Context: an optimization exercise on an open-source flow, tuned for small area, a short achievable clock period and few clock cycles. The choices shown serve that exercise and are no tape-out recipe.
Function was checked by simulation only, so behaviour that the tests miss may differ from the original.
No activity file was given, so power comes from the tool's default toggle rates.

===== design.v =====
module sap3_core (
    input  wire         clk,
    input  wire         rst,           
    input  wire         step,          
    output wire [15:0]  imem_addr,     
    input  wire [31:0]  imem_data,     
    input  wire [15:0]  prog_len,      
    input  wire [7:0]   in_value,      
    output wire [8:0]   dmem_addr,     
    input  wire [7:0]   dmem_rdata,    
    output wire         dmem_we,       
    output wire [7:0]   dmem_wdata,
    output wire         ready,         
    output wire         stopped,       
    output wire         halted,
    output wire [3:0]   fault,
    output wire [7:0]   acc,
    output wire [127:0] regs,          
    output wire [8:0]   sp,
    output wire         flag_c,
    output wire         flag_z,
    output wire         out_valid,
    output wire [7:0]   out_data,
    output wire         print_valid,
    output wire [15:0]  print_tmpl
);
    localparam [3:0] F_UNKNOWN = 4'd1, F_STACK_OVF = 4'd7, F_STACK_UNF = 4'd8;
    reg [15:0]  pc;
    reg [8:0]   sp_q;
    reg [7:0]   a_q;
    reg [7:0]   r_q [0:15];
    reg         c_q, z_q;
    reg         halt_q;
    reg [3:0]   fault_q;
    reg         stop_q;        
    wire [31:0] ir  = imem_data;
    wire [5:0]  t   = ir[31:26];
    wire [3:0]  ra  = ir[25:22];
    wire [3:0]  rb  = ir[21:18];
    wire [15:0] v   = ir[15:0];
    wire lo0x = !t[5] && !t[4];           
    wire lo1x = !t[5] &&  t[4];           
    wire [3:0] tl = t[3:0];
    wire is_nop   = lo0x && tl == 4'h0;
    wire is_lda   = lo0x && tl == 4'h1;
    wire is_sta   = lo0x && tl == 4'h2;
    wire is_ldr   = lo0x && tl == 4'h3;
    wire is_str   = lo0x && tl == 4'h4;
    wire is_ldi   = lo0x && tl == 4'h5;
    wire is_ldri  = lo0x && tl == 4'h6;
    wire is_movrr = lo0x && tl == 4'h7;
    wire is_movra = lo0x && tl == 4'h8;
    wire is_movar = lo0x && tl == 4'h9;
    wire is_addr  = lo0x && tl == 4'hA;
    wire is_addm  = lo0x && tl == 4'hB;
    wire is_sub   = lo0x && tl == 4'hC;
    wire is_and   = lo0x && tl == 4'hD;
    wire is_or    = lo0x && tl == 4'hE;
    wire is_xor   = lo0x && tl == 4'hF;
    wire is_not   = lo1x && tl == 4'h0;
    wire is_inc   = lo1x && tl == 4'h1;
    wire is_dec   = lo1x && tl == 4'h2;
    wire is_rol   = lo1x && tl == 4'h3;
    wire is_ror   = lo1x && tl == 4'h4;
    wire is_jmp   = lo1x && tl == 4'h5;
    wire is_jz    = lo1x && tl == 4'h6;
    wire is_jnz   = lo1x && tl == 4'h7;
    wire is_jc    = lo1x && tl == 4'h8;
    wire is_jnc   = lo1x && tl == 4'h9;
    wire is_push  = lo1x && tl == 4'hA;
    wire is_pop   = lo1x && tl == 4'hB;
    wire is_in    = lo1x && tl == 4'hC;
    wire is_outa  = lo1x && tl == 4'hD;
    wire is_outr  = lo1x && tl == 4'hE;
    wire is_hlt   = lo1x && tl == 4'hF;
    wire is_print = (t == 6'h20);
    wire is_fault = (t == 6'h3F);
    wire [6:0] gz = { ir[3:0] == 4'd0, ir[7:4] == 4'd0, !ir[8], ir[15:9] == 7'd0,
                      ir[17:16] == 2'd0, ir[21:18] == 4'd0, ir[25:22] == 4'd0 };
    reg [6:0] req;       
    reg       known;     
    always @(*) begin
        known = 1'b1;
        case (t)
            6'h00, 6'h10, 6'h11, 6'h12, 6'h13, 6'h14,
            6'h1A, 6'h1B, 6'h1C, 6'h1D, 6'h1F:        req = 7'b1111111;
            6'h01, 6'h02, 6'h0B, 6'h0C, 6'h0D, 6'h0E,
            6'h0F:                                    req = 7'b0001111;
            6'h03, 6'h04:                             req = 7'b0001110;
            6'h05:                                    req = 7'b0011111;
            6'h06:                                    req = 7'b0011110;
            6'h07:                                    req = 7'b1111100;
            6'h08, 6'h0A, 6'h1E:                      req = 7'b1111110;
            6'h09:                                    req = 7'b1111101;
            6'h15, 6'h16, 6'h17, 6'h18, 6'h19, 6'h20: req = 7'b0000111;
            6'h3F:                                    req = 7'b0111111;
            default: begin                            req = 7'b0000000; known = 1'b0; end
        endcase
    end
    wire legal = known && ((req & ~gz) == 7'd0);
    wire z25_9  = gz[0] && gz[1] && gz[2] && gz[3];
    wire z21_9  = gz[1] && gz[2] && gz[3];
    wire z21_0  = gz[1] && gz[2] && gz[3] && gz[4] && gz[5] && gz[6];
    wire z25_0  = gz[0] && z21_0;
    wire z25_16 = gz[0] && gz[1] && gz[2];
    wire sp_zero = (sp_q == 9'd0);
    wire sp_full = (sp_q == 9'd511);
    wire exc_ovf = is_push && sp_zero;
    wire exc_unf = is_pop && sp_full;
    wire exc_any = !legal || (is_fault && !gz[6]) || exc_ovf || exc_unf;
    wire [3:0] exc = !legal   ? F_UNKNOWN :
                     is_fault ? ir[3:0] :
                     exc_ovf  ? F_STACK_OVF : F_STACK_UNF;
    wire accept = step && !stop_q;
    wire commit = accept && !exc_any;
    wire [7:0] rval = r_q[ra];
    wire [9:0] spi_c, spd_b;
    wire [8:0] sp_inc, sp_dec;
    assign spi_c[0] = 1'b1;
    assign spd_b[0] = 1'b1;
    genvar g;
    generate
        for (g = 0; g < 9; g = g + 1) begin : spx
            assign sp_inc[g]  = sp_q[g] ^ spi_c[g];
            assign spi_c[g+1] = sp_q[g] & spi_c[g];
            assign sp_dec[g]  = sp_q[g] ^ spd_b[g];
            assign spd_b[g+1] = !sp_q[g] & spd_b[g];
        end
    endgenerate
    wire we_sta  = is_sta && z25_9;
    wire we_str  = is_str && z21_9;
    wire we_push = is_push && z25_0 && !sp_zero;
    assign dmem_we     = accept && (we_sta || we_str || we_push);
    assign out_valid   = accept && ((is_outa && z25_0) || (is_outr && z21_0));
    assign print_valid = accept && is_print && z25_16;
    assign dmem_addr  = t[4] ? (t[0] ? sp_inc : sp_q) : v[8:0];
    wire [7:0] st_data = (t[2] && !t[0]) ? rval : a_q;
    assign dmem_wdata = st_data;
    assign out_data   = st_data;
    assign print_tmpl = v;
    wire [7:0] mem_rdata = dmem_rdata;
    wire sel_rval = (t[3] && !t[2] && !t[0]) || (!t[3] && t[2] && t[1] && t[0]);
    wire sel_imm  = !t[3] && t[2];
    wire sel_in   = t[4] && t[2];
    wire [7:0] opb = sel_rval ? rval :
                     sel_imm  ? v[7:0] :
                     sel_in   ? in_value : mem_rdata;
    wire ar_sub = !t[4] && t[2];             
    wire ar_one = t[4];                      
    wire ar_dec = t[4] && t[1];              
    wire [7:0] add_x  = ar_one ? {8{ar_dec}} : (opb ^ {8{ar_sub}});
    wire       add_ci = ar_sub || (ar_one && !ar_dec);
    wire [9:0] add_w = {1'b0, a_q, 1'b1} + {1'b0, add_x, add_ci};
    wire [7:0] sum   = add_w[8:1];
    wire       cout  = add_w[9];
    reg is_arith_c, is_rot_c;
    reg [3:0] lut;       
    always @(*) begin
        is_arith_c = 1'b0;
        is_rot_c   = 1'b0;
        lut        = 4'b1010;                   
        case (t[4:0])
            5'h0A, 5'h0B, 5'h0C, 5'h11, 5'h12: is_arith_c = 1'b1;
            5'h13, 5'h14:                      is_rot_c   = 1'b1;
            5'h0D: lut = 4'b1000;               
            5'h0E: lut = 4'b1110;               
            5'h0F: lut = 4'b0110;               
            5'h10: lut = 4'b0011;               
            default: ;
        endcase
    end
    wire [7:0] rot = t[0] ? {a_q[6:0], a_q[7]} : {a_q[0], a_q[7:1]};
    reg  [7:0] logic_res;
    integer b;
    always @(*)
        for (b = 0; b < 8; b = b + 1)
            logic_res[b] = lut[{a_q[b], opb[b]}];
    wire [7:0] alu_res = is_arith_c ? sum : is_rot_c ? rot : logic_res;
    wire alu_z = is_addr || is_addm || is_sub || is_and || is_or || is_xor ||
                 is_not || is_inc || is_dec || is_rol || is_ror || is_in;
    wire a_wr  = alu_z || is_lda || is_ldi || is_movra || is_pop;
    wire c_wr  = is_addr || is_addm;
    wire taken = is_jmp || (is_jz && z_q) || (is_jnz && !z_q) ||
                 (is_jc && c_q) || (is_jnc && !c_q);
    wire [16:0] pci_c;
    wire [15:0] pc_inc;
    assign pci_c[0] = 1'b1;
    generate
        for (g = 0; g < 16; g = g + 1) begin : pcx
            assign pc_inc[g]  = pc[g] ^ pci_c[g];
            assign pci_c[g+1] = pc[g] & pci_c[g];
        end
    endgenerate
    wire [15:0] pc_d   = rst ? 16'd0 : (taken ? v : pc_inc);
    wire        pc_en  = rst || (commit && !is_hlt);
    always @(posedge clk)
        if (pc_en) pc <= pc_d;
    wire stop_en = rst || accept;
    wire stop_d  = (!rst && (exc_any || is_hlt)) || (pc_d == prog_len);
    always @(posedge clk)
        if (stop_en) stop_q <= stop_d;
    wire halt_en = rst || (accept && (exc_any || is_hlt));
    always @(posedge clk)
        if (halt_en) halt_q <= !rst;
    wire fault_en = rst || (accept && exc_any);
    always @(posedge clk)
        if (fault_en) fault_q <= rst ? 4'd0 : exc;
    wire       sp_en = rst || (commit && (is_push || is_pop));
    wire [8:0] sp_d  = rst ? 9'd511 : (t[0] ? sp_inc : sp_dec);
    always @(posedge clk)
        if (sp_en) sp_q <= sp_d;
    wire a_en = rst || (commit && a_wr);
    always @(posedge clk)
        if (a_en) a_q <= rst ? 8'd0 : alu_res;
    wire z_en = rst || (commit && alu_z);
    always @(posedge clk)
        if (z_en) z_q <= !rst && (alu_res == 8'd0);
    wire c_en = rst || (commit && c_wr);
    always @(posedge clk)
        if (c_en) c_q <= !rst && cout;
    wire       rf_we   = commit && (is_ldr || is_ldri || is_movrr || is_movar);
    wire       rf_by_a = t[1] && !(t[0] && t[2]);
    wire [3:0] rf_wsel = rf_by_a ? ra : rb;
    wire [7:0] rf_d    = rst ? 8'd0 : (t[3] ? a_q : opb);
    generate
        for (g = 0; g < 16; g = g + 1) begin : rf
            always @(posedge clk)
                if (rst || (rf_we && rf_wsel == g))
                    r_q[g] <= rf_d;
        end
    endgenerate
    assign imem_addr   = pc;
    assign ready       = 1'b1;
    assign stopped     = stop_q;
    assign halted      = halt_q;
    assign fault       = fault_q;
    assign acc         = a_q;
    assign sp          = sp_q;
    assign flag_c      = c_q;
    assign flag_z      = z_q;
    genvar k;
    generate
        for (k = 0; k < 16; k = k + 1) begin : regs_out
            assign regs[8*k +: 8] = r_q[k];
        end
    endgenerate
endmodule

===== flow/run.sh =====
#!/bin/bash
# The standard layout, with the port buffers that ORFS inserts at global
# placement made sky130_fd_sc_hd__buf_1 (ORFS otherwise picks a delay buffer,
# clkdlybuf4s50_1). Every other step is the standard one.
set -euo pipefail
bash standard.sh 'BUFFER_PORTS_ARGS=-buffer_cell sky130_fd_sc_hd__buf_1' finish > standard_flow.log 2>&1

===== standard.sh =====
#!/bin/bash
# synth_recipe.tcl (not shown) runs the flow's synth.tcl, then flattens the netlist and writes it again
# the make line also repeats each setting of config.mk as NAME=value (left out here)
make -C /OpenROAD-flow-scripts/flow DESIGN_CONFIG=/design/flow/config.mk WORK_HOME=/design/flow/orfs CLKGATE_MAP_FILE= SYNTH_SCRIPT=/design/flow/synth_recipe.tcl "${@:-finish}"

===== config.mk =====
export PLATFORM = sky130hd
export DESIGN_NAME = sap3_core
export DESIGN_NICKNAME = sap3_core
export VERILOG_FILES = /design/flow/design.v
export SDC_FILE = /design/flow/constraint.sdc
export NUM_CORES = 4
export LEC_CHECK = 0
export ABC_AREA = 1
export CAP_MARGIN = 20
export CORE_MARGIN = 2
export CORE_UTILIZATION = 40
export SETUP_SLACK_MARGIN = 4.5
export SLEW_MARGIN = 20

===== constraint.sdc =====
create_clock -name core_clock -period 10.0 [get_ports {clk}]
set_input_delay 2.0000 -clock core_clock [delete_from_list [all_inputs] [get_ports {clk}]]
set_output_delay 2.0000 -clock core_clock [all_outputs]
set_load 0.01 [all_outputs]

==> qor.yml, run 1 <==
synth_top_area_share_pct: 49.58
fin_util_pct: 51.54
critPathTopFamily: "simple AND/OR/NAND/NOR gates"
rsz0062_at_grt: "false"
worstReg2RegStart: "pc[0]"
grt_overflow: 0
start_util_pct: 40.65
synth_area_leaders: "edfxtp_1 50%, nand2_1 14%, ha_1 5.3%"
grt_pass1_vias: 9279
ys_warn_count: 2
gp_congestion: 0.9462
worstMarginPinSlew_ns: 1.100
maxCapViolCount: 0
worstPathRequired_ns: 8.00
critPathLaunchType: "primary input"
drc: 0
max_slew_margin_pct: 26.17
min_period_over_period_pct: 54.64
synth_area_mm2: 0.01024
crit_chain: "buf_6 > inv_6 > nand2_4 > nor2_4 > buf_4 > nand2_1 > nand2_2 > nor2_4 > nand2_1 > o21ai_2 > o21ai_2 > buf_2"
hpwl_um: 28440
setup.worst_path.class: "in -> out"
cts_buffer_depth: 2
critical-path-max-stage-delay_ns: 0.22
reg2regPathDepth: 24
rows: 58
end_kind: "primary output"
area_growth_pct: 26.78
die_w_um: 164.0
finalWirelength_um: 37920
antenna_cells: 0
dpl_worst_slack_ns: 3.601
synth_edf_count: 169
clock_latency_ns: 0.44
dr_total_vias: 10030
viasPerCell: 5.398
rr_endpoint: "stop_q"
path_max_fanout: 6
die_h_um: 164.0
cts_max_level: 4
cts_buffers: 17
cp.arrival_ns: 3.46
synth_fp_nets: 1339
die_area_mm2: 0.02689
irDropWorstVdd_mv: 0.09833
max_clock_freq_mhz: 183.0
hold_path.startpoint: "sp_q[0]"
synth_cell_type_count: 43
ios: 281
ys_ff_latch: 169
synthCells: 1228
clock-sinks: 169
cts-root-buf: "clkbuf_16"
p_leak_nw: 5.460
status: "finished clean"
antenna_found_initial: 0
slew_viol_final: 0
ys.flop_type: "edfxtp_1"
grt_max_degree: 39
setup_violations: 0
ys_seq_area_share_pct: 49.58
min_path_cells: 1
port_buffers: 279
path_clk_slew_ns: 0.07
avgSynthCellArea_um2: 8.336
hold_class: "reg -> reg"
drive_above_1_share_pct: 13.42
cts_tree: "built"
antenna_left: 0
synthArstFlopShare_pct: 0
fin_nets: 1626
rrSetupSlack_ns: 5.50
layout_min_cycle_time_ns: 5.464
cp.buffers_inverters: 4
final_hold_viol_count: 0
cpMaxStageDelayCell: "o21ai_2"
clock_skew_ns: 0.02103
grt_pass1_wl_um: 55210
coreArea_mm2: 0.02518
yosysTopAreaCell: "edfxtp_1"
drt_first_pass_iters: 5
min_to: "sp_q[0]"
grt_usage_pct: 27.75
powerDensity_mw_per_mm2: 156.5
drt_iter0_markers: 902
setup_slack_ns: 4.536
drt-wirelength-per-cell_um: 20.41
setup_total_negative_slack_ns: 0
==> Yosys cell counts (7+ instances only) <==
cell / n
nand2_1: 372
edfxtp_1: 169
nor2_1: 126
inv_1: 114
nand3_1: 98
o21ai_0: 88
a21oi_1: 45
ha_1: 43
buf_4: 25
or2_2: 22
clkbuf_1: 18
xnor2_1: 14
o21ai_1: 13
o211ai_1: 11
nand4_1: 7
nor4_1: 7
==> metal layers <==
metal	global-route usage [%]	vias to the layer above	part of all wire (%)
met5	0	-	0
met4	8.014	0	2.8
met3	5.934	56	8.8
met2	46.68	506	47
met1	36.15	4767	41
li1	-	4701	-
==> final cells by class <==
class	count	area (µm²)
fill	2454	12200
sequential	169	5075
multi-input combinational	888	4833
timing repair buffer	321	1523
inverter	118	493.0
clock buffer	17	425.4
tap	330	412.9
clock inverter	15	215.2
==> state kept, by name (all words and copies together), names as in the netlist <==
name,flops
a_q,8
pc,16
stop_q,1
c_q,1
r_q,128
fault_q,4
halt_q,1
sp_q,9
z_q,1
==> where the power goes <==
| part | internal (W) | switching, W | total [W] |
|---|---|---|---|
| Clock | 0.000349 | 0.000358 | 0.000707 |
| Combinational | 0.000133 | 0.000293 | 0.000427 |
| Sequential | 0.000852 | 0.0000440 | 0.000896 |
==> cells in the final DEF (no fill, tap or decap), types with 9 or more instances in the layout <==
cell type	count
o21ai_0	72
a21oi_1	44
clkbuf_16	18
o21ai_1	21
nand2_1	355
nand3_1	98
buf_2	9
nor2_4	24
buf_6	10
buf_1	259
xnor2_1	14
or2_2	22
inv_1	101
o211ai_1	11
edfxtp_1	169
buf_4	33
nor2_1	97
ha_1	41
nand2_2	12
==> stage by stage <==
| step | instances | cell area, µm² | hold slack, ns | total power, W |
|---|---|---|---|---|
| 4_1_cts | 1844 | 12630 | 0.6717 | 0.002018 |
| 3_5_place_dp | 1800 | 11500 | 0.6525 | 0.001295 |
| 3_3_place_gp | 1800 | 11500 | 0.6509 | 0.001293 |
| 6_report | 1858 | 12980 | 0.6703 | 0.002031 |
| 5_1_grt | 1858 | 12980 | 0.7129 | 0.002116 |
| 2_1_floorplan | 1228 | 10240 | 0.6722 | 0.001139 |
==> how the worst max path moves through the flow <==
stage,start,cells past startpoint,endpoint,slack [ns]
2_1_floorplan,imem_data[26],8,dmem_we,4.50
3_3_place_gp,imem_data[23],11,dmem_wdata[7],3.62
3_5_place_dp,imem_data[23],9,dmem_wdata[1],3.60
4_1_cts,imem_data[11],11,dmem_we,4.50
5_1_grt,imem_data[26],6,out_data[2],4.44
6_report,imem_data[23],12,dmem_wdata[6],4.54
==> timing repair <==
| item | in CTS | in global routing |
|---|---|---|
| cloned | 0 | 1 |
| pin swaps | 13 | 24 |
| setup endpoints to repair | 101 | 28 |
| setup buffers | 12 | 13 |
| gates resized for setup | 130 | 57 |
| hold buffers | 0 | 0 |
==> logic make-up after synthesis <==
group,after synthesis,synth area share (%)
DFF,169,49.58
buffers and inverters,171,7.395
and+or+nand+nor,647,26.24
AOI/OAI and AO/OA,178,9.754
xor gates and xnor gates,18,1.540
adders and majority gates,44,5.452
other,1,0.03664
Testbench counts, summed over its fixed seeds: cycles 120,658.
==> run 2, diff against run 1 <==
--- a/config.mk
+++ b/config.mk
@@ -6,5 +6,4 @@
 export NUM_CORES = 4
 export LEC_CHECK = 0
-export ABC_AREA = 1
 export CAP_MARGIN = 20
 export CORE_MARGIN = 2
==> run 2 against run 1 <==
Compared with the run above:
- still clean
- synthesized cell count is 21% lower
- sequential share of layout area shrank 2.4 points
- maximum frequency down 6.2%
- highest routed layer unchanged
==> qor.yml, run 2 <==
cts_buffer_depth: 2  # unchanged
max_clock_freq_mhz: 171.8  # -6.2%
synth_top_area_share_pct: 48.42  # -1.2 points
cts_buffers: 17  # unchanged
synth_cell_type_count: 82  # +91%
largest_registers: "r_q: 128 flops, pc: 16 flops, sp_q: 9 flops"
fin_util_pct: 53.29  # +1.8 points
final_common_cell: "buf_1"
setup_violations: 0  # unchanged
grt_usage_pct: 27.94  # +0.19 points
maxCapViolCount: 0  # unchanged
drt_first_pass_iters: 6  # +1
cp.arrival_ns: 3.82  # +0.36 ns
min_period_over_period_pct: 58.22  # +3.6 points
viasPerCell: 6.139  # +14%
setup_slack_ns: 4.178  # -0.3584 ns
clock-sinks: 169  # unchanged
area_growth_pct: 31.76
synth_area_leaders: "edfxtp_1 48%, mux2i_1 6.0%, ha_1 5.1%"
rsz0062_at_grt: "true"
drt-wirelength-per-cell_um: 25.58  # +25%
avgSynthCellArea_um2: 10.76  # +29%
drt_iter0_markers: 1477  # +64%
synthArstFlopShare_pct: 0  # unchanged
ys_warn_count: 2  # unchanged
final_hold_viol_count: 0  # unchanged
synth.most_common_cell: "edfxtp_1"
busiest_layer: "met2"
ys_ff_latch: 169  # unchanged
synthCells: 974  # -21%
grt_max_degree: 55  # +41%
cts_tree: "built"
rrSetupSlack_ns: 5.41  # -0.09 ns
gp_congestion: 0.9133  # -3.5%
yosysTopAreaCell: "edfxtp_1"
status: "finished clean"
grt_overflow: 0  # unchanged
coreArea_mm2: 0.02591  # +2.9%
top_register: "r_q"
die_area_mm2: 0.02751  # +2.3%
path_max_fanout: 7  # +1
grt_pass1_wl_um: 57860  # +4.8%
worstMarginPinSlew_ns: 1.074  # -0.02628 ns
p_leak_nw: 5.111  # -6.4%
die_h_um: 165.9  # +1.2%
setup_total_negative_slack_ns: 0  # unchanged
rows: 59  # +1.7%
port_buffers: 279  # unchanged
grt_pass1_vias: 9173  # -1.1%
slew_viol_final: 0  # unchanged
ios: 281  # unchanged
synth_edf_count: 169  # unchanged
clock_latency_ns: 0.46  # +0.02 ns
hpwl_um: 26500  # -6.8%
largest_reg_flops: 128  # unchanged
powerDensity_mw_per_mm2: 152.8  # -2.3%
hold_path.startpoint: "sp_q[0]"
use_met1_pct: 36.41  # +0.26 points
ys.flop_type: "edfxtp_1"
layout_common_cells: "253 x buf_1, 169 x edfxtp_1, 74 x nor2_1, 69 x nand2_1, 58 x mux2i_1"
start_util_pct: 40.45  # -0.20 points
met2_usage_pct: 44.18  # -2.5 points
critPathLaunchType: "primary input"
drive_above_1_share_pct: 21.13  # +7.7 points
die_w_um: 165.9  # +1.2%
cts_max_level: 4  # unchanged
ys_seq_area_share_pct: 48.42  # -1.2 points
max_slew_margin_pct: 28.14  # +2.0 points
setup.worst_path.class: "in -> out"
path_clk_slew_ns: 0.08  # about the same
synth_area_mm2: 0.01048  # +2.4%
worstPathRequired_ns: 8.00  # about the same
clock_skew_ns: 0.01861  # -0.002420 ns
met3_usage_pct: 6.554  # +0.62 points
dr_total_vias: 9792  # -2.4%
fin_nets: 1357  # -17%
worstReg2RegStart: "pc[0]"
dpl_worst_slack_ns: 2.790  # -0.8117 ns
hold_class: "reg -> reg"
layout_min_cycle_time_ns: 5.822  # +0.3584 ns
cts-root-buf: "clkbuf_16"
antenna_found_initial: 1  # +1
finalWirelength_um: 40800  # +7.6%
yosys-top-cells-count: "169 x edfxtp_1, 80 x nor2_1, 76 x nand2_1"
crit_path_start: "imem_data[22]"
drc: 0  # unchanged
synth_fp_nets: 1085  # -19%
antenna_left: 0  # unchanged
irDropWorstVdd_mv: 0.1070  # +8.8%
end_kind: "primary output"
## run 2: changes by cell type in the layout (fill, tap and decap cells not counted), sizes merged, moves of 15 or more
cell and delta:
mux2i +63, o21ai -39, nand2 -298, nor2 -48, or2 -21, a41o +17, a31oi +15, inv -96
nand3 -73
## run 2: layer usage
| layer | routed length, µm | share of wire [%] | vias to the layer above |
|---|---|---|---|
| met4 | 1901 | 4.7 | 0 |
| li1 | - | - | 4237 |
| met3 | 4416 | 11 | 113 |
| met1 | 15510 | 38 | 4720 |
| met2 | 18970 | 46 | 722 |
| met5 | 0 | 0 | - |
## run 2: area by class of cell
cell class,instances,area [µm²]
clock buffers,17,425.4
repair buffers,340,1966
multi-input cells,697,5614
diodes,1,2.502
flip-flops and latches,169,5075
well taps,335,419.2
repair inverters,1,7.507
fillers,2250,12100
clock inverters,15,210.2
inverters,20,88.84
## run 2: final timing paths
path              endpoint  cells past startpoint
max          dmem_wdata[4]                      8
min                sp_q[0]                      1
max reg2reg         stop_q                     21
min reg2reg        sp_q[0]                      1
## run 2: power by group
part           internal (W)  total (W)  switching (W)
Clock              0.000346   0.000703       0.000357
Sequential         0.000850   0.000904      0.0000533
Combinational      0.000197   0.000504       0.000307
## run 2: kinds of logic (layout without fill, tap and decap cells)
logic type | count (synthesis) | count (layout) | share of synthesized area [%]
AOI/OAI and AO/OA | 233 | 234 | 15.14
muxes | 78 | 78 | 7.987
other | 1 | 2 | 0.03578
buffers and inverters | 109 | 393 | 5.420
adders and majority gates | 44 | 44 | 5.325
and+or+nand+nor | 304 | 304 | 14.66
DFF | 169 | 169 | 48.42
xor gates and xnor gates | 36 | 36 | 3.009
## run 2: timing repair
action	4_1_cts	5_1_grt
hold buffers	0	0
pin swaps	39	23
setup endpoints to repair	200	176
setup buffers	29	10
resized for setup	150	63
cloned	10	2
## run 2: critical path: stages
cell and delay, ns:
clkbuf_16 0.15, buf_12 0.15, mux2_4 0.32, a221oi_2 0.24
a311oi_1 0.10, o32a_1 0.40, mux2_4 0.32, buf_6 0.13
## run 2: per-stage QoR
stage | instance area (µm²) | total power (W) | hold WS [ns] | std cells
2_1_floorplan | 10590 | 0.001172 | 0.6721 | 974
3_3_place_gp | 11630 | 0.001319 | 0.6501 | 1511
3_5_place_dp | 11630 | 0.001320 | 0.6566 | 1511
4_1_cts | 13400 | 0.002071 | 0.6749 | 1582
5_1_grt | 13810 | 0.002172 | 0.6928 | 1595
6_report | 13810 | 0.002110 | 0.6812 | 1595
==> run 3, diff against run 2 <==
--- a/config.mk
+++ b/config.mk
@@ -9,4 +9,4 @@
 export CORE_MARGIN = 2
 export CORE_UTILIZATION = 40
-export SETUP_SLACK_MARGIN = 4.5
+export SETUP_SLACK_MARGIN = 4.9
 export SLEW_MARGIN = 20
==> run 3 against run 2 <==
Compared with the run above:
- combinational power rose by 9.5%
- via count rose by 2.4%
- area after synthesis did not move
- clock skew rose by 0.0048 ns
- worst hold slack got worse by 0.00092 ns
- register-to-register slack got worse by 0.08 ns
- setup slack got worse by 0.052 ns
- clock power rose by 2%
- sequential share of layout area fell by 1.9 points
- critical path type unchanged
- largest power group unchanged
==> qor.yml, run 3 <==
port_buffers: 279  # unchanged
die_h_um: 165.9  # unchanged
synthArstFlopShare_pct: 0  # unchanged
final_hold_viol_count: 0  # unchanged
synth_compound_area_share_pct: 15.14  # unchanged
synth_area_mm2: 0.01048  # unchanged
drt_first_pass_iters: 6  # unchanged
synth-xor-area-share_pct: 3.009  # unchanged
path_max_fanout: 6  # -1
drive_above_1_share_pct: 26.44  # +5.3 points
drt-wirelength-per-cell_um: 25.60  # about the same
ys_ff_latch: 169  # unchanged
yosysTopAreaCell: "edfxtp_1"
grt_max_degree: 55  # unchanged
clock_latency_ns: 0.47  # about the same
crit_chain: "clkbuf_16 > buf_12 > buf_16 > buf_8 > nand2b_4 > a22o_1 > a22o_1 > or4_4 > o21ai_4 > o21ai_4 > buf_2"
synth_top_area_share_pct: 48.42  # unchanged
drt_iter0_markers: 1271  # -14%
cp.arrival_ns: 3.87  # +0.05 ns
die_area_mm2: 0.02751  # unchanged
grt_usage_pct: 29.55  # +1.6 points
synth_cell_type_count: 82  # unchanged
end_kind: "primary output"
maxCapViolCount: 0  # unchanged
max_clock_freq_mhz: 170.2  # -0.89%
synth_area_leaders: "edfxtp_1 48%, mux2i_1 6.0%, ha_1 5.1%"
yosys-top-cells-count: "169 x edfxtp_1, 80 x nor2_1, 76 x nand2_1"
final_common_cell: "buf_1"
rows: 59  # unchanged
synthCells: 974  # unchanged
ys.flop_type: "edfxtp_1"
synth_mux_area_share_pct: 7.987  # unchanged
dr_total_vias: 10027  # +2.4%
cts-root-buf: "clkbuf_16"
synth_top_family_by_area: "compound AO/OA/AOI/OAI gates"
drc: 0  # unchanged
min_period_over_period_pct: 58.74  # +0.52 points
irDropWorstVdd_mv: 0.09885  # -7.6%
status: "finished clean"
start_util_pct: 40.45  # unchanged
ios: 281  # unchanged
setup_total_negative_slack_ns: 0  # unchanged
critPathLaunchType: "primary input"
die_w_um: 165.9  # unchanged
rsz0062_at_grt: "true"
grt_pass1_vias: 9560  # +4.2%
coreArea_mm2: 0.02591  # unchanged
ys_seq_area_share_pct: 48.42  # unchanged
cts_buffer_depth: 2  # unchanged
critPathTopFamily: "buffers and inverters"
antenna_found_initial: 0  # -1
synth_fp_nets: 1085  # unchanged
gp_congestion: 0.9171  # +0.42%
layout_common_cells: "251 x buf_1, 169 x edfxtp_1, 84 x buf_4, 69 x nand2_1, 68 x nor2_1"
setup.worst_path.class: "in -> out"
largest_reg_flops: 128  # unchanged
ys_warn_count: 2  # unchanged
clock-sinks: 169  # unchanged
antenna_left: 0  # unchanged
finalWirelength_um: 42270  # +3.6%
fin_nets: 1414  # +4.2%
cts_max_level: 4  # unchanged
power_w: 0.002174  # +3.0%
hold_class: "reg -> reg"
setup_violations: 0  # unchanged
hpwl_um: 26830  # +1.2%
antenna_cells: 0  # -1
synthSimpleGateAreaFrac_pct: 14.66  # unchanged
synth_edf_count: 169  # unchanged
grt_overflow: 0  # unchanged
p_leak_nw: 5.485  # +7.3%
slew_viol_final: 0  # unchanged
worstMarginPinSlew_ns: 1.164  # +0.09012 ns
worstPathRequired_ns: 8.00  # about the same
top_register: "r_q"
viasPerCell: 6.073  # -1.1%
critical-path-max-stage-delay_ns: 0.57  # +0.17 ns
synth.most_common_cell: "edfxtp_1"
max_slew_margin_pct: 22.11  # -6.0 points
grt_pass1_wl_um: 60950  # +5.3%
powerDensity_mw_per_mm2: 149.3  # -2.3%
cpMaxStageDelayCell: "or4_4"
layout_min_cycle_time_ns: 5.874  # +0.05206 ns
synth_fa_ha_area_share_pct: 5.325  # unchanged
cts_tree: "built"
clock_skew_ns: 0.02337  # +0.004753 ns
cts_buffers: 17  # unchanged
cp.buffers_inverters: 5  # +2
cts_hold_buf: 0  # unchanged
path_clk_slew_ns: 0.08  # about the same
area_growth_pct: 38.94
largest_registers: "r_q: 128 flops, pc: 16 flops, sp_q: 9 flops"
avgSynthCellArea_um2: 10.76  # unchanged
## run 3: cell count changes in the layout (fill, tap and decap cells not counted), moves of 3 or more
cell and change:
a31oi_4 +4, buf_2 +6, buf_4 +47, a21oi_1 -3
nor2_1 -6, nor3_4 +3, a31oi_2 -3, o21ai_1 +4
buf_16 +7, nor2_2 +5, o21ai_2 +4, o21ai_0 -7
## run 3: through the flow
step                      cell area, µm²  hold slack [ns]  instances  setup slack, ns  utilization (%)
after global routing               14560           0.7034       1651            4.073            56.20
after detailed placement           11840           0.6570       1511            2.843            45.68
after CTS                          14050           0.6768       1623            4.213            54.24
after floorplan                    10870           0.6740        974            4.145                -
after global placement             11830           0.6434       1511            3.003            45.65
final                              14560           0.6803       1651            4.126            56.20
## run 3: cell type report
cell class / count / area (µm²)
tap: 335 / 419.2
multi-input combinational: 697 / 5812
fill: 2199 / 11350
sequential: 169 / 5075
clock inverter: 15 / 212.7
timing repair buffer: 398 / 2525
inverter: 20 / 92.59
clock buffer: 17 / 425.4
## run 3: cells by family (layout without fill, tap and decap cells)
kind of cell    count (synthesis)  count (layout)
buf+inv                       109             450
fa+ha+maj                      44              44
compound gates                233             234
simple gates                  304             304
other cells                     1               1
xor+xnor                       36              36
flops                         169             169
mux                            78              78
## run 3: per-layer routing
metal | wire (µm) | global-route usage, %
met3 | 4393 | 6.006
met2 | 19680 | 46.60
met1 | 16270 | 38.97
met5 | 0 | 0
met4 | 1931 | 14.56
## run 3: worst paths after layout
path | start | end | slack [ns] | cells past startpoint
hold / removal | sp_q[0] | sp_q[0] | 0.68 | 1
setup reg to reg | pc[0] | stop_q | 5.33 | 21
setup / recovery | imem_data[22] | out_data[6] | 4.13 | 11
hold reg to reg | sp_q[0] | sp_q[0] | 0.68 | 1
## run 3: repair_timing
item / CTS / global route
hold endpoints to repair: 0 / 0
cloned: 12 / 1
gates resized for setup: 172 / 63
setup buffers: 68 / 27
pin swaps: 56 / 31
setup endpoints to repair: 284 / 190
## run 3: report_power, final
group          total, W  internal (W)  switching, W
Sequential     0.000906      0.000851     0.0000558
Combinational  0.000552      0.000227      0.000324
Clock          0.000716      0.000349      0.000367
Total           0.00217       0.00143      0.000747
==> run 4, diff against run 3 <==
--- a/config.mk
+++ b/config.mk
@@ -6,7 +6,8 @@
 export NUM_CORES = 4
 export LEC_CHECK = 0
+export ABC_AREA = 1
 export CAP_MARGIN = 20
 export CORE_MARGIN = 2
 export CORE_UTILIZATION = 40
-export SETUP_SLACK_MARGIN = 4.9
+export SETUP_SLACK_MARGIN = 5.0
 export SLEW_MARGIN = 20
==> run 4 against run 3 <==
Compared with the run above:
- critical path depth up 2
- sequential share of layout area rose by 1.2 points
- combinational power is 6.5% lower
- total power fell by 1.2%
- non-clock buffer count down 14
- sequential power shrank 0.9%
- core utilization fell by 0.24 points
- clock power is 2% higher
- critical path type unchanged
==> qor.yml, run 4 <==
synth_fa_ha_area_share_pct: 5.452  # +0.13 points
cpMaxStageDelayCell: "nor2_4"
worstPathRequired_ns: 8.00  # about the same
drc: 0  # unchanged
hpwl_um: 28380  # +5.8%
clock_skew_ns: 0.01853  # -0.004833 ns
synthCells: 1228  # +26%
top_register: "r_q"
cts_tree: "built"
ys_seq_area_share_pct: 49.58  # +1.2 points
area_growth_pct: 37.67
critPathTopFamily: "simple AND/OR/NAND/NOR gates"
drt_first_pass_iters: 6  # unchanged
die_w_um: 164.0  # -1.1%
maxCapViolCount: 0  # unchanged
ys_ff_latch: 169  # unchanged
min_path_cells: 2  # +1
cts_max_level: 4  # unchanged
grt_max_degree: 62  # +13%
start_util_pct: 40.65  # +0.20 points
max_slew_margin_pct: 34.16  # +12 points
yosys-top-cells-count: "372 x nand2_1, 169 x edfxtp_1, 126 x nor2_1"
setup.worst_path.class: "in -> out"
synth_edf_count: 169  # unchanged
p_leak_nw: 6.014  # +9.6%
slew_viol_final: 0  # unchanged
reg2regPathDepth: 24  # +14%
largest_reg_flops: 128  # unchanged
antenna_left: 0  # unchanged
use_met1_pct: 36.33  # -2.6 points
grt_usage_pct: 27.72  # -1.8 points
final_hold_viol_count: 0  # unchanged
grt_pass1_vias: 9508  # -0.54%
nFillCells: 2267  # +3.1%
min_period_over_period_pct: 54.67  # -4.1 points
critPathLaunchType: "primary input"
synthArstFlopShare_pct: 0  # unchanged
drt-wirelength-per-cell_um: 20.47  # -20%
avgSynthCellArea_um2: 8.336  # -23%
power.switching_w: 0.0007431  # -0.51%
clockPowerShare_pct: 34.2  # +1.3 points
cts_buffer_depth: 2  # unchanged
fin_nets: 1689  # +19%
rsz0062_at_grt: "true"
path_depth: 13  # +2
rows: 58  # -1.7%
synth_top_area_share_pct: 49.58  # +1.2 points
busiest_layer: "met2"
cp.buffers_inverters: 4  # -1
grt_pass1_wl_um: 54990  # -9.8%
cp.arrival_ns: 3.47  # -0.40 ns
clock_latency_ns: 0.46  # about the same
grt_overflow: 0  # unchanged
ys.flop_type: "edfxtp_1"
fin_cells: 1921  # +16%
port_buffers: 279  # unchanged
critical-path-max-stage-delay_ns: 0.28  # -0.29 ns
largest_registers: "r_q: 128 flops, pc: 16 flops, sp_q: 9 flops"
synth_mux_area_share_pct: 0  # -8.0 points
crit_chain: "buf_12 > clkinvlp_4 > nand2_4 > nor2_4 > nand2_2 > nand2_1 > nor2_1 > nand2_1 > inv_2 > nand2_2 > nand2_2 > o21ai_4 > buf_2"
viasPerCell: 5.427  # -11%
path_max_fanout: 7  # +1
antenna_found_initial: 0  # unchanged
end_kind: "primary output"
dr_total_vias: 10426  # +4.0%
synth_area_mm2: 0.01024  # -2.3%
synthSimpleGateAreaFrac_pct: 26.24  # +12 points
gp_congestion: 0.9486  # +3.4%
met2_usage_pct: 45.42  # -1.2 points
pwr-share-comb_pct: 24.0  # -1.4 points
crit_path_start: "imem_data[22]"
met3_usage_pct: 6.061  # +0.055 points
synth.most_common_cell: "nand2_1"
cts-root-buf: "clkbuf_16"
coreArea_mm2: 0.02518  # -2.8%
die_area_mm2: 0.02689  # -2.3%
path_clk_slew_ns: 0.08  # about the same
synth_fp_nets: 1339  # +23%
drt_iter0_markers: 1077  # -15%
ios: 281  # unchanged
die_h_um: 164.0  # -1.1%
worstMarginPinSlew_ns: 0.9876  # -0.1764 ns
layout_min_cycle_time_ns: 5.467  # -0.4075 ns
ys_warn_count: 2  # unchanged
layout_common_cells: "326 x nand2_1, 236 x buf_1, 169 x edfxtp_1, 97 x inv_1, 92 x nand3_1"
antenna_cells: 0  # unchanged
synth_compound_area_share_pct: 9.754  # -5.4 points
p_int_w: 0.001404  # -1.6%
place_inst: 1798  # +19%
cts_buffers: 17  # unchanged
powerDensity_mw_per_mm2: 152.3  # +2.1%
synth_area_leaders: "edfxtp_1 50%, nand2_1 14%, ha_1 5.3%"
yosysTopAreaCell: "edfxtp_1"
setup_total_negative_slack_ns: 0  # unchanged
sw_frac_of_total_pct: 34.62  # +0.25 points
worstReg2RegStart: "pc[0]"
synth_cell_type_count: 43  # -48%
crit_top_cell: "nand2_2"
max_clock_freq_mhz: 182.9  # +7.5%
hold_class: "reg -> reg"
synth-xor-area-share_pct: 1.540  # -1.5 points
finalWirelength_um: 39320  # -7.0%
setup_violations: 0  # unchanged
final_common_cell: "nand2_1"
ff_latch_area_mm2: 0.005075  # unchanged
hold_ws_ns: 0.7342  # +0.05393 ns
irDropWorstVdd_mv: 0.1030  # +4.2%
multiInputGateArea_mm2: 0.005192  # -11%
clock-sinks: 169  # unchanged
drive_above_1_share_pct: 23.88  # -2.6 points
hold_path.startpoint: "sp_q[0]"
status: "finished clean"
synth_top_family_by_area: "simple AND/OR/NAND/NOR gates"
seqPwrFrac_pct: 41.8  # about the same
[run 4: changes by cell type after synthesis, sizes merged, moves of 39 or more]
| cell | change |
|---|---|
| nand2 | +298 |
| nor2 | +48 |
| inv | +98 |
| mux2i | -63 |
| o21ai | +39 |
| nand3 | +73 |
[run 4: through the flow]
stage,cell area (µm²),setup slack [ns],utilization (%),power (W)
after global placement,11750,3.682,46.65,0.001306
after CTS,13350,4.575,53.00,0.002088
after global routing,14090,4.461,55.96,0.002224
after detailed placement,11750,3.592,46.67,0.001307
final,14090,4.533,55.96,0.002147
after floorplan,10550,4.940,-,0.001153
[run 4: worst paths after layout]
check	endpoint	slack (ns)
hold / removal	sp_q[0]	0.73
setup reg to reg	stop_q	5.75
hold reg to reg	sp_q[0]	0.73
setup / recovery	out_data[7]	4.53
[run 4: kinds of logic (layout without fill, tap and decap cells)]
family | Yosys count | count (layout)
other cells | 1 | 1
fa+ha+maj | 44 | 44
xor+xnor | 18 | 18
flops | 169 | 169
simple gates | 647 | 647
compound gates | 178 | 178
buf+inv | 171 | 534
[run 4: final cells by class]
class	instances	area share (%)
Inverter	118	3.463
Sequential cell	169	36.01
Multi-Input combinational cell	888	36.85
Clock inverter	15	1.651
Clock buffer	17	3.019
Timing Repair Buffer	384	16.08
Tap cell	330	2.930
[run 4: routing by layer]
layer	part of all wire (%)	routed length, µm	vias up
li1	-	-	4826
met1	40	15670	4929
met2	47	18590	588
met3	9.4	3714	83
met4	3.4	1347	0
met5	0	0	-
[run 4: worst register-to-register path, stage by stage, from the launching register on]
cell and delay (ns):
edfxtp_1 0.46, ha_1 0.24, ha_1 0.18, ha_1 0.19
ha_1 0.18, ha_1 0.18, ha_1 0.18, ha_1 0.22
ha_1 0.21, ha_1 0.18, ha_1 0.17, ha_1 0.17
ha_1 0.18, ha_1 0.18, ha_1 0.20, xnor2_1 0.16
nand2_1 0.06, o21ai_0 0.08, nor2_1 0.09, xor2_1 0.15
a21oi_1 0.11, nand2_1 0.06, nor2_1 0.13, nand2_1 0.08
nand2_1 0.06
[run 4: power by group through the flow]
stage | logic (W) | registers [W] | clock network (W)
after floorplan | 0.000228 | 0.000925 | 0
after global placement | 0.000395 | 0.000911 | 0
after detailed placement | 0.000395 | 0.000912 | 0
after CTS | 0.000455 | 0.000896 | 0.000738
after global routing | 0.000560 | 0.000903 | 0.000761
final | 0.000516 | 0.000898 | 0.000733
[run 4: timing repair]
| item | 4_1_cts | 5_1_grt |
|---|---|---|
| gates cloned | 1 | 1 |
| setup buffers | 62 | 27 |
| hold buffers | 0 | 0 |
| pin swaps | 58 | 72 |
| setup endpoints to repair | 135 | 101 |
| resized for setup | 150 | 147 |
==> run 5, diff against run 4 <==
--- a/config.mk
+++ b/config.mk
@@ -10,4 +10,5 @@
 export CORE_MARGIN = 2
 export CORE_UTILIZATION = 40
-export SETUP_SLACK_MARGIN = 5.0
+export CTS_BUF_LIST = sky130_fd_sc_hd__clkbuf_8
+export SETUP_SLACK_MARGIN = 4.5
 export SLEW_MARGIN = 20
==> run 5 against run 4 <==
Compared with the run above:
- still clean on timing, DRC and antenna
- design area down 9.1%
- clock power is 27% lower
- final cell count down 3.3%
- global-route usage fell by 0.090 points
- non-clock buffer count is 64 lower
- sequential share of layout area rose by 3.6 points
- first-iteration DRC count down 19%
- total power fell by 13%
- critical endpoint is now out_valid
==> qor.yml, run 5 <==
status: "finished clean"
end_kind: "primary output"
layout_min_cycle_time_ns: 5.464  # -0.002470 ns
rsz0062_at_grt: "true"
grt_usage_pct: 27.63  # -0.090 points
gp_congestion: 0.9462  # -0.25%
clock-sinks: 169  # unchanged
fin_nets: 1625  # -3.8%
ios: 281  # unchanged
cts_buffer_depth: 2  # unchanged
setup_total_negative_slack_ns: 0  # unchanged
critPathLaunchType: "primary input"
irDropWorstVdd_mv: 0.09343  # -9.3%
grt_pass1_vias: 9247  # -2.7%
synth.most_common_cell: "nand2_1"
ys_warn_count: 2  # unchanged
dr_total_vias: 9985  # -4.2%
largest_registers: "r_q: 128 flops, pc: 16 flops, sp_q: 9 flops"
grt_pass1_wl_um: 54840  # -0.26%
antenna_left: 0  # unchanged
drc: 0  # unchanged
worstMarginPinSlew_ns: 1.176  # +0.1885 ns
p_int_w: 0.001188  # -15%
max_clock_freq_mhz: 183.0  # about the same
area_growth_pct: 25.11
cts-root-buf: "clkbuf_8"
p_leak_nw: 5.380  # -11%
maxCapViolCount: 0  # unchanged
min_period_over_period_pct: 54.64  # about the same
rows: 58  # unchanged
antenna_found_initial: 0  # unchanged
die_h_um: 164.0  # unchanged
grt_max_degree: 39  # -37%
viasPerCell: 5.377  # -0.93%
coreArea_mm2: 0.02518  # unchanged
pwr-share-comb_pct: 23.0  # -1.0 points
ys.flop_type: "edfxtp_1"
powerDensity_mw_per_mm2: 145.5  # -4.5%
setup.worst_path.class: "in -> out"
drt_first_pass_iters: 6  # unchanged
drt_iter0_markers: 873  # -19%
die_area_mm2: 0.02689  # unchanged
synthCells: 1228  # unchanged
layout_common_cells: "352 x nand2_1, 258 x buf_1, 169 x edfxtp_1, 102 x inv_1, 98 x nand3_1"
largest_reg_flops: 128  # unchanged
finalWirelength_um: 37750  # -4.0%
synth_cell_type_count: 43  # unchanged
seqPwrFrac_pct: 48.1  # +6.3 points
cts_hold_buf: 0  # unchanged
ys_seq_area_share_pct: 49.58  # unchanged
cts_tree: "built"
cp.arrival_ns: 3.46  # about the same
clockPowerShare_pct: 28.9  # -5.3 points
port_buffers: 279  # unchanged
hold_ws_ns: 0.6750  # -0.05929 ns
final_hold_viol_count: 0  # unchanged
hpwl_um: 28440  # +0.21%
die_w_um: 164.0  # unchanged
drive_above_1_share_pct: 13.69  # -10 points
ys_ff_latch: 169  # unchanged
clock_latency_ns: 0.48  # +0.02 ns
grt_overflow: 0  # unchanged
hold_class: "reg -> reg"
avgSynthCellArea_um2: 8.336  # unchanged
clock_skew_ns: 0.02136  # +0.002831 ns
power.switching_w: 0.0006756  # -9.1%
synth_area_leaders: "edfxtp_1 50%, nand2_1 14%, ha_1 5.3%"
setup_violations: 0  # unchanged
antenna_cells: 0  # unchanged
cts_max_level: 4  # unchanged
synthArstFlopShare_pct: 0  # unchanged
path_clk_slew_ns: 0.10  # +0.02 ns
slew_viol_final: 0  # unchanged
synth_top_area_share_pct: 49.58  # unchanged
max_slew_margin_pct: 21.07  # -13 points
synth_edf_count: 169  # unchanged
sw_frac_of_total_pct: 36.26  # +1.6 points
path_max_fanout: 6  # -1
top_register: "r_q"
start_util_pct: 40.65  # unchanged
yosysTopAreaCell: "edfxtp_1"
rrSetupSlack_ns: 5.49  # -0.26 ns
drt-wirelength-per-cell_um: 20.33  # -0.68%
yosys-top-cells-count: "372 x nand2_1, 169 x edfxtp_1, 126 x nor2_1"
final_common_cell: "nand2_1"
worstPathRequired_ns: 8.00  # about the same
cts_buffers: 17  # unchanged
synth_area_mm2: 0.01024  # unchanged
synth_fp_nets: 1339  # unchanged
run 5: cell counts after synthesis:
No cell type changed its count.
run 5: worst max-delay path, cell delays in order:
cell and delay, ns:
buf_2 0.20, nand2_1 0.22, inv_1 0.19, nand2_1 0.14, o21ai_0 0.18, nand3_1 0.11
nor2_1 0.24, buf_1 0.18
run 5: final timing paths:
kind | end | startpoint | cells after the start
worst min-delay path | sp_q[0] | sp_q[0] | 1
worst max-delay path | out_valid | imem_data[29] | 8
worst max register to register | stop_q | pc[0] | 24
worst min register to register | sp_q[0] | sp_q[0] | 1
run 5: routing by layer:
metal  track usage, %  up-vias  routed length, µm
li1                 -     4691                  -
met1            35.96     4726              15600
met2            45.66      511              17740
met3            5.758       57               3388
met4            9.968        0               1026
met5                0        -                  0
run 5: area by class of cell:
class | count | area (µm²)
multi-input combinational | 888 | 4872
clock buffer | 17 | 234.0
sequential | 169 | 5075
inverter | 118 | 494.2
clock inverter | 15 | 215.2
timing repair buffer | 320 | 1503
tap | 330 | 412.9
fill | 2482 | 12380
run 5: kinds of logic after synthesis:
kind of cell	Yosys count	synth area share, %
AO/OA/AOI/OAI	178	9.754
other	1	0.03664
flip-flops	169	49.58
XOR/XNOR	18	1.540
AND/OR/NAND/NOR	647	26.24
adder cells (fa/ha/maj)	44	5.452
buffers and inverters	171	7.395
run 5: through the flow:
step | total power (W) | cell area [µm²] | utilization [%] | worst slack (ns) | std cells
2_1_floorplan | 0.001139 | 10240 | - | 4.502 | 1228
3_3_place_gp | 0.001293 | 11500 | 45.68 | 3.620 | 1800
3_5_place_dp | 0.001295 | 11500 | 45.68 | 3.601 | 1800
4_1_cts | 0.001851 | 12440 | 49.42 | 4.503 | 1847
5_1_grt | 0.001948 | 12810 | 50.85 | 4.450 | 1857
6_report | 0.001863 | 12810 | 50.85 | 4.536 | 1857
run 5: repair_timing:
item                                    CTS  global route
gates resized for setup                 128            72
pin swaps                                15            24
buffers inserted                         15             9
endpoints found under the setup margin   82            24
cloned                                    0             1
run 5: power groups by stage:
stage          registers (W)  logic, W  clock network [W]
2_1_floorplan       0.000925  0.000214                  0
3_3_place_gp        0.000911  0.000382                  0
3_5_place_dp        0.000911  0.000384                  0
4_1_cts             0.000895  0.000408           0.000548
5_1_grt             0.000902  0.000472           0.000574
6_report            0.000896  0.000429           0.000538
==> run 6, diff against run 5 <==
--- a/config.mk
+++ b/config.mk
@@ -11,4 +11,5 @@
 export CORE_UTILIZATION = 40
 export CTS_BUF_LIST = sky130_fd_sc_hd__clkbuf_8
+export CTS_CLUSTER_SIZE = 10
 export SETUP_SLACK_MARGIN = 4.5
 export SLEW_MARGIN = 20
==> run 6 against run 5 <==
Compared with the run above:
- clock-buffer cell count unchanged
- first-iteration DRC count is the same
- worst hold slack stayed put
- clock skew stayed put
- still clean on timing, DRC and antenna
- flip-flop and latch count did not move
- sequential share of layout area is the same
==> qor.yml, run 6 <==
ys_seq_area_share_pct: 49.58  # unchanged
synth_area_mm2: 0.01024  # unchanged
maxCapViolCount: 0  # unchanged
antenna_cells: 0  # unchanged
cts_max_level: 4  # unchanged
cts_buffers: 17  # unchanged
gp_congestion: 0.9462  # unchanged
irDropWorstVdd_mv: 0.09343  # unchanged
nFillCells: 2482  # unchanged
synthCells: 1228  # unchanged
hpwl_um: 28440  # unchanged
drt_iter0_markers: 873  # unchanged
synth_top_area_share_pct: 49.58  # unchanged
setup_violations: 0  # unchanged
setup_slack_ns: 4.536  # unchanged
clock-sinks: 169  # unchanged
drc: 0  # unchanged
finalWirelength_um: 37750  # unchanged
ff_latch_area_mm2: 0.005075  # unchanged
synth.most_common_cell: "nand2_1"
synth_edf_count: 169  # unchanged
largest_reg_flops: 128  # unchanged
ys_warn_count: 2  # unchanged
fin_cells: 1857  # unchanged
seqPwrFrac_pct: 48.1  # about the same
status: "finished clean"
antenna_left: 0  # unchanged
worstMarginPinSlew_ns: 1.176  # unchanged
avgSynthCellArea_um2: 8.336  # unchanged
top_register: "r_q"
area_growth_pct: 25.11  # unchanged
rsz0062_at_grt: "true"
cts_tree: "built"
powerDensity_mw_per_mm2: 145.5  # unchanged
layout_min_cycle_time_ns: 5.464  # unchanged
grt_pass1_vias: 9247  # unchanged
synth_area_leaders: "edfxtp_1 50%, nand2_1 14%, ha_1 5.3%"
yosys-top-cells-count: "372 x nand2_1, 169 x edfxtp_1, 126 x nor2_1"
worstPathRequired_ns: 8.00  # about the same
port_buffers: 279  # unchanged
end_kind: "primary output"
p_leak_nw: 5.380  # unchanged
synthArstFlopShare_pct: 0  # unchanged
final_common_cell: "nand2_1"
die_w_um: 164.0  # unchanged
final_hold_viol_count: 0  # unchanged
grt_max_degree: 39  # unchanged
die_area_mm2: 0.02689  # unchanged
sw_frac_of_total_pct: 36.26  # unchanged
antenna_found_initial: 0  # unchanged
cts_hold_buf: 0  # unchanged
grt_usage_pct: 27.63  # unchanged
p_int_w: 0.001188  # unchanged
drt-wirelength-per-cell_um: 20.33  # unchanged
drt_first_pass_iters: 6  # unchanged
coreArea_mm2: 0.02518  # unchanged
clockPowerShare_pct: 28.9  # about the same
power_w: 0.001863  # unchanged
critPathLaunchType: "primary input"
ios: 281  # unchanged
power.switching_w: 0.0006756  # unchanged
start_util_pct: 40.65  # unchanged
cts-root-buf: "clkbuf_8"
path_max_fanout: 6  # unchanged
dpl_worst_slack_ns: 3.601  # unchanged
pwr-share-comb_pct: 23.0  # about the same
yosysTopAreaCell: "edfxtp_1"
cp.arrival_ns: 3.46  # about the same
viasPerCell: 5.377  # unchanged
ys_ff_latch: 169  # unchanged
grt_overflow: 0  # unchanged
max_slew_margin_pct: 21.07  # unchanged
hold_class: "reg -> reg"
clock_latency_ns: 0.48  # about the same
setup_total_negative_slack_ns: 0  # unchanged
clock_skew_ns: 0.02136  # unchanged
synth_fp_nets: 1339  # unchanged
min_period_over_period_pct: 54.64  # unchanged
path_clk_slew_ns: 0.10  # about the same
fin_util_pct: 50.85  # unchanged
largest_registers: "r_q: 128 flops, pc: 16 flops, sp_q: 9 flops"
die_h_um: 164.0  # unchanged
slew_viol_final: 0  # unchanged
setup.worst_path.class: "in -> out"
rows: 58  # unchanged
ys.flop_type: "edfxtp_1"
layout_common_cells: "352 x nand2_1, 258 x buf_1, 169 x edfxtp_1, 102 x inv_1, 98 x nand3_1"
grt_pass1_wl_um: 54840  # unchanged
max_clock_freq_mhz: 183.0  # unchanged
drive_above_1_share_pct: 13.69  # unchanged
dr_total_vias: 9985  # unchanged
cts_buffer_depth: 2  # unchanged
multiInputGateArea_mm2: 0.004872  # unchanged
synth_cell_type_count: 43  # unchanged
fin_nets: 1625  # unchanged
place_inst: 1800  # unchanged
-- run 6: cell counts after synthesis --
Identical to the previous run, type by type.
-- run 6: path summary, 6_finish.rpt --
check	start	endpoint	slack, ns	depth (start not counted)
min reg2reg	sp_q[0]	sp_q[0]	0.67	1
max reg2reg	pc[0]	stop_q	5.49	24
min	sp_q[0]	sp_q[0]	0.67	1
max	imem_data[29]	out_valid	4.54	8
-- run 6: layer usage --
layer	wire [µm]	part of all wire [%]	vias to the layer above	global-route usage, %
met5	0	0	-	0
met4	1026	2.7	0	9.968
met3	3388	9.0	57	5.758
met2	17740	47	511	45.66
met1	15600	41	4726	35.96
li1	-	-	4691	-
-- run 6: through the flow --
stage          area [µm²]  hold slack, ns
6_report            12810          0.6750
4_1_cts             12440          0.6788
3_3_place_gp        11500          0.6509
3_5_place_dp        11500          0.6525
2_1_floorplan       10240          0.6722
5_1_grt             12810          0.7216
-- run 6: cell families after synthesis --
| group | count (synthesis) | synth area share, % |
|---|---|---|
| adder cells (fa/ha/maj) | 44 | 5.452 |
| AO/OA/AOI/OAI | 178 | 9.754 |
| AND/OR/NAND/NOR | 647 | 26.24 |
| flip-flops | 169 | 49.58 |
| other | 1 | 0.03664 |
| buffers and inverters | 171 | 7.395 |
| XOR/XNOR | 18 | 1.540 |
-- run 6: repair_timing --
| action | 4_1_cts | 5_1_grt |
|---|---|---|
| buffers inserted | 15 | 9 |
| hold endpoints to repair | 0 | 0 |
| resized for setup | 128 | 72 |
| cloned | 0 | 1 |
| endpoints found under the setup margin | 82 | 24 |
| pin swaps | 15 | 24 |
-- run 6: final cells by class --
cell class                 count  share of cell area, %
clock inverter                15                  1.681
sequential                   169                  39.63
inverter                     118                  3.859
multi-input combinational    888                  38.05
clock buffer                  17                  1.827
timing repair buffer         320                  11.73
tap                          330                  3.224
-- run 6: critical path: stages --
cell and delay, ns:
buf_2 0.20, nand2_1 0.22, inv_1 0.19, nand2_1 0.14, o21ai_0 0.18, nand3_1 0.11
nor2_1 0.24, buf_1 0.18
-- run 6: power groups by stage --
stage / logic, W / clock network [W] / registers (W)
after global routing: 0.000472 / 0.000574 / 0.000902
after CTS: 0.000408 / 0.000548 / 0.000895
after global placement: 0.000382 / 0 / 0.000911
after detailed placement: 0.000384 / 0 / 0.000911
final: 0.000429 / 0.000538 / 0.000896
after floorplan: 0.000214 / 0 / 0.000925
==> run 7, diff against run 6 <==
--- a/config.mk
+++ b/config.mk
@@ -9,7 +9,6 @@
 export CAP_MARGIN = 20
 export CORE_MARGIN = 2
-export CORE_UTILIZATION = 40
+export CORE_UTILIZATION = 60
 export CTS_BUF_LIST = sky130_fd_sc_hd__clkbuf_8
-export CTS_CLUSTER_SIZE = 10
-export SETUP_SLACK_MARGIN = 4.5
+export SETUP_SLACK_MARGIN = 4.6
 export SLEW_MARGIN = 20
==> run 7 against run 6 <==
Compared with the run above:
- still clean
- clock skew fell by 0.0039 ns
- via count grew 3.4%
- synthesized cell count is the same
- area after synthesis unchanged
- maximum frequency up 0.31%
- final cell count is 5.9% lower
- combinational power grew 1%
- sequential share of layout area hardly changed
- clock-buffer cell count did not move
- sequential power is essentially flat
- total power down 1.1%
- design area about the same
- largest power group unchanged
==> qor.yml, run 7 <==
area_growth_pct: 25.23  # about the same
hold_class: "reg -> reg"
setup.worst_path.class: "in -> out"
min_period_over_period_pct: 54.47  # -0.17 points
fin_util_pct: 77.02  # +26 points
ys_ff_latch: 169  # unchanged
top_register: "r_q"
final_hold_viol_count: 0  # unchanged
irDropWorstVdd_mv: 0.08654  # -7.4%
fin_nets: 1625  # unchanged
worstPathRequired_ns: 8.00  # about the same
cts_max_level: 4  # unchanged
synth_top_area_share_pct: 49.58  # unchanged
die_area_mm2: 0.01812  # -33%
start_util_pct: 61.51  # +21 points
ios: 281  # unchanged
critPathTopFamily: "simple AND/OR/NAND/NOR gates"
antenna_left: 0  # unchanged
crit_top_cell: "nand2_1"
maxCapViolCount: 0  # unchanged
yosys-top-cells-count: "372 x nand2_1, 169 x edfxtp_1, 126 x nor2_1"
cts_buffers: 17  # unchanged
grt_usage_pct: 37.45  # +9.8 points
slew_viol_final: 0  # unchanged
drc: 0  # unchanged
end_kind: "primary output"
clock_skew_ns: 0.01748  # -0.003883 ns
path_clk_slew_ns: 0.09  # about the same
viasPerCell: 5.909  # +9.9%
hpwl_um: 24910  # -12%
drive_above_1_share_pct: 15.65  # +2.0 points
worstMarginPinSlew_ns: 1.052  # -0.1242 ns
critical-path-max-stage-delay_ns: 0.25  # about the same
dr_total_vias: 10323  # +3.4%
rows: 47  # -19%
coreArea_mm2: 0.01664  # -34%
cp.arrival_ns: 3.45  # about the same
finalInstanceArea_mm2: 0.01282  # about the same
cts_buffer_depth: 2  # unchanged
clock-sinks: 169  # unchanged
synth.most_common_cell: "nand2_1"
grt_pass1_vias: 9174  # -0.79%
ys.flop_type: "edfxtp_1"
port_buffers: 279  # unchanged
die_h_um: 134.6  # -18%
grt_overflow: 0  # unchanged
layout_min_cycle_time_ns: 5.447  # -0.01704 ns
cts-root-buf: "clkbuf_8"
max_clock_freq_mhz: 183.6  # +0.31%
cp.buffers_inverters: 4  # +1
powerDensity_mw_per_mm2: 143.8  # -1.2%
rsz0062_at_grt: "true"
synth_fp_nets: 1339  # unchanged
synthCells: 1228  # unchanged
fin_cells: 1747  # -5.9%
place_inst: 1688  # -6.2%
final_common_cell: "nand2_1"
max_slew_margin_pct: 29.40  # +8.3 points
synth_edf_count: 169  # unchanged
die_w_um: 134.6  # -18%
ys_seq_area_share_pct: 49.58  # unchanged
setup_total_negative_slack_ns: 0  # unchanged
largest_registers: "r_q: 128 flops, pc: 16 flops, sp_q: 9 flops"
drt-wirelength-per-cell_um: 20.23  # -0.49%
ys_warn_count: 2  # unchanged
grt_max_degree: 39  # unchanged
cts_tree: "built"
synth_area_leaders: "edfxtp_1 50%, nand2_1 14%, ha_1 5.3%"
antenna_cells: 0  # unchanged
finalWirelength_um: 35340  # -6.4%
synth_area_mm2: 0.01024  # unchanged
grt_pass1_wl_um: 50830  # -7.3%
antenna_found_initial: 0  # unchanged
drt_first_pass_iters: 8  # +2
clock_latency_ns: 0.48  # about the same
synthArstFlopShare_pct: 0  # unchanged
yosysTopAreaCell: "edfxtp_1"
setup_violations: 0  # unchanged
p_leak_nw: 5.426  # +0.86%
crit_chain: "buf_12 > clkinv_8 > nand2_8 > nor2_4 > nand2_1 > nand2_1 > nor2_1 > nand2_1 > inv_2 > nand2_2 > nand2_2 > o21ai_2 > buf_2"
largest_reg_flops: 128  # unchanged
avgSynthCellArea_um2: 8.336  # unchanged
rrSetupSlack_ns: 5.70  # +0.21 ns
synth_cell_type_count: 43  # unchanged
status: "finished clean"
drt_iter0_markers: 1523  # +74%
critPathLaunchType: "primary input"
gp_congestion: 0.9381  # -0.86%
cpMaxStageDelayCell: "nor2_4"
dpl_cell_area_mm2: 0.01135  # -1.3%
path_max_fanout: 7  # +1
layout_common_cells: "336 x nand2_1, 255 x buf_1, 169 x edfxtp_1, 102 x inv_1, 96 x nand3_1"
hold_ws_ns: 0.6831  # +0.008115 ns
[run 7: cell counts after synthesis]
Identical to the previous run, type by type.
[run 7: metal layers]
layer | track usage [%] | wire [µm]
met5 | 0 | 0
met4 | 14.33 | 1403
met3 | 8.371 | 4293
met2 | 58.39 | 16310
met1 | 51.70 | 13330
[run 7: power by group]
part	internal, W	leakage [nW]	switching (W)	total (W)
logic	0.000140	3.51	0.000293	0.000434
registers	0.000852	1.71	0.0000455	0.000898
clock network	0.000196	0.210	0.000316	0.000512
total	0.00119	5.43	0.000655	0.00184
[run 7: worst paths after layout]
path,from,endpoint,cells after the start
worst max-delay path,imem_data[24],out_data[7],13
worst max register to register,pc[0],stop_q,24
worst min-delay path,sp_q[0],sp_q[0],1
worst min register to register,sp_q[0],sp_q[0],1
[run 7: layout make-up]
| type | count | area, µm² |
|---|---|---|
| Clock buffer | 17 | 234.0 |
| Clock inverter | 15 | 195.2 |
| Fill cell | 1226 | 3824 |
| Inverter | 118 | 505.5 |
| Multi-Input combinational cell | 888 | 4954 |
| Sequential cell | 169 | 5075 |
| Tap cell | 220 | 275.3 |
| Timing Repair Buffer | 320 | 1580 |
[run 7: worst reg2reg max path, stage by stage, from the launching register on]
cell and delay (ns):
edfxtp_1 0.45, ha_1 0.23, ha_1 0.18, ha_1 0.19, ha_1 0.19, ha_1 0.20
ha_1 0.18, ha_1 0.19, ha_1 0.18, ha_1 0.19, ha_1 0.18, ha_1 0.18
ha_1 0.17, ha_1 0.18, ha_1 0.18, xnor2_1 0.18, nand2_1 0.07, o21ai_0 0.13
nor2_1 0.11, xor2_1 0.18, a21oi_1 0.12, nand2_1 0.08, nor2_1 0.11, nand2_1 0.06
nand2_1 0.06
[run 7: metrics by stage]
stage,power (W),setup slack (ns)
finish,0.001843,4.553
global route,0.001910,4.525
CTS,0.001800,4.602
global placement,0.001275,3.696
floorplan,0.001139,4.628
detailed placement,0.001280,3.583
[run 7: timing repair]
item                                   in CTS  in global routing
resized for setup                         138                110
hold buffers                                0                  0
setup endpoints to repair                  84                 25
cloned                                      0                  0
pin swaps                                  11                 45
endpoints found under the hold margin       0                  0
buffers inserted                           15                 12
[run 7: cells by family after synthesis]
kind of cell,count (synthesis),share of synthesized area [%]
AND/OR/NAND/NOR,647,26.24
buffers and inverters,171,7.395
other,1,0.03664
AO/OA/AOI/OAI,178,9.754
flip-flops,169,49.58
adder cells (fa/ha/maj),44,5.452
XOR/XNOR,18,1.540

-- separate check: timing with driven ports --
No port has a modelled driver above. Below, the same layouts with a new extraction and two added sets of constraints. Step 1 assumes that a clkbuf_16 drives the clock port and a buf_2 every other input. Step 2, shift: input delay + t, output delay - t, t = (earliest + latest rising clock arrival at the registers) / 2. This alone moves slack from input paths to output paths. a / b / c = ideal / step 1 / step 2; a / b = the first two.
run | t (ns) | slack for setup (ns) | worst setup path after step 2 | worst register clock-pin slew, ns | worst slew at a driven data input, ns
run 1 | 0.480 | 4.536 / 4.486 / 4.383 | input to register | 0.09 / 0.09 | 0.07
run 2 | 0.499 | 4.178 / 4.126 / 3.722 | input to register | 0.09 / 0.09 | 0.15
run 3 | 0.507 | 4.126 / 4.071 / 3.718 | input to register | 0.09 / 0.09 | 0.10
run 4 | 0.496 | 4.533 / 4.460 / 4.300 | input to register | 0.09 / 0.09 | 0.08
run 5 | 0.512 | 4.536 / 4.489 / 4.236 | input to register | 0.12 / 0.12 | 0.07
run 6 | 0.512 | 4.536 / 4.489 / 4.236 | input to register | 0.12 / 0.12 | 0.07
run 7 | 0.512 | 4.553 / 4.481 / 4.417 | input to register | 0.11 / 0.11 | 0.10
After both steps every run listed still meets setup and hold. The setup slack of run 2, which loses most, moves by -0.052 ns with the drivers and by -0.456 ns with both steps.
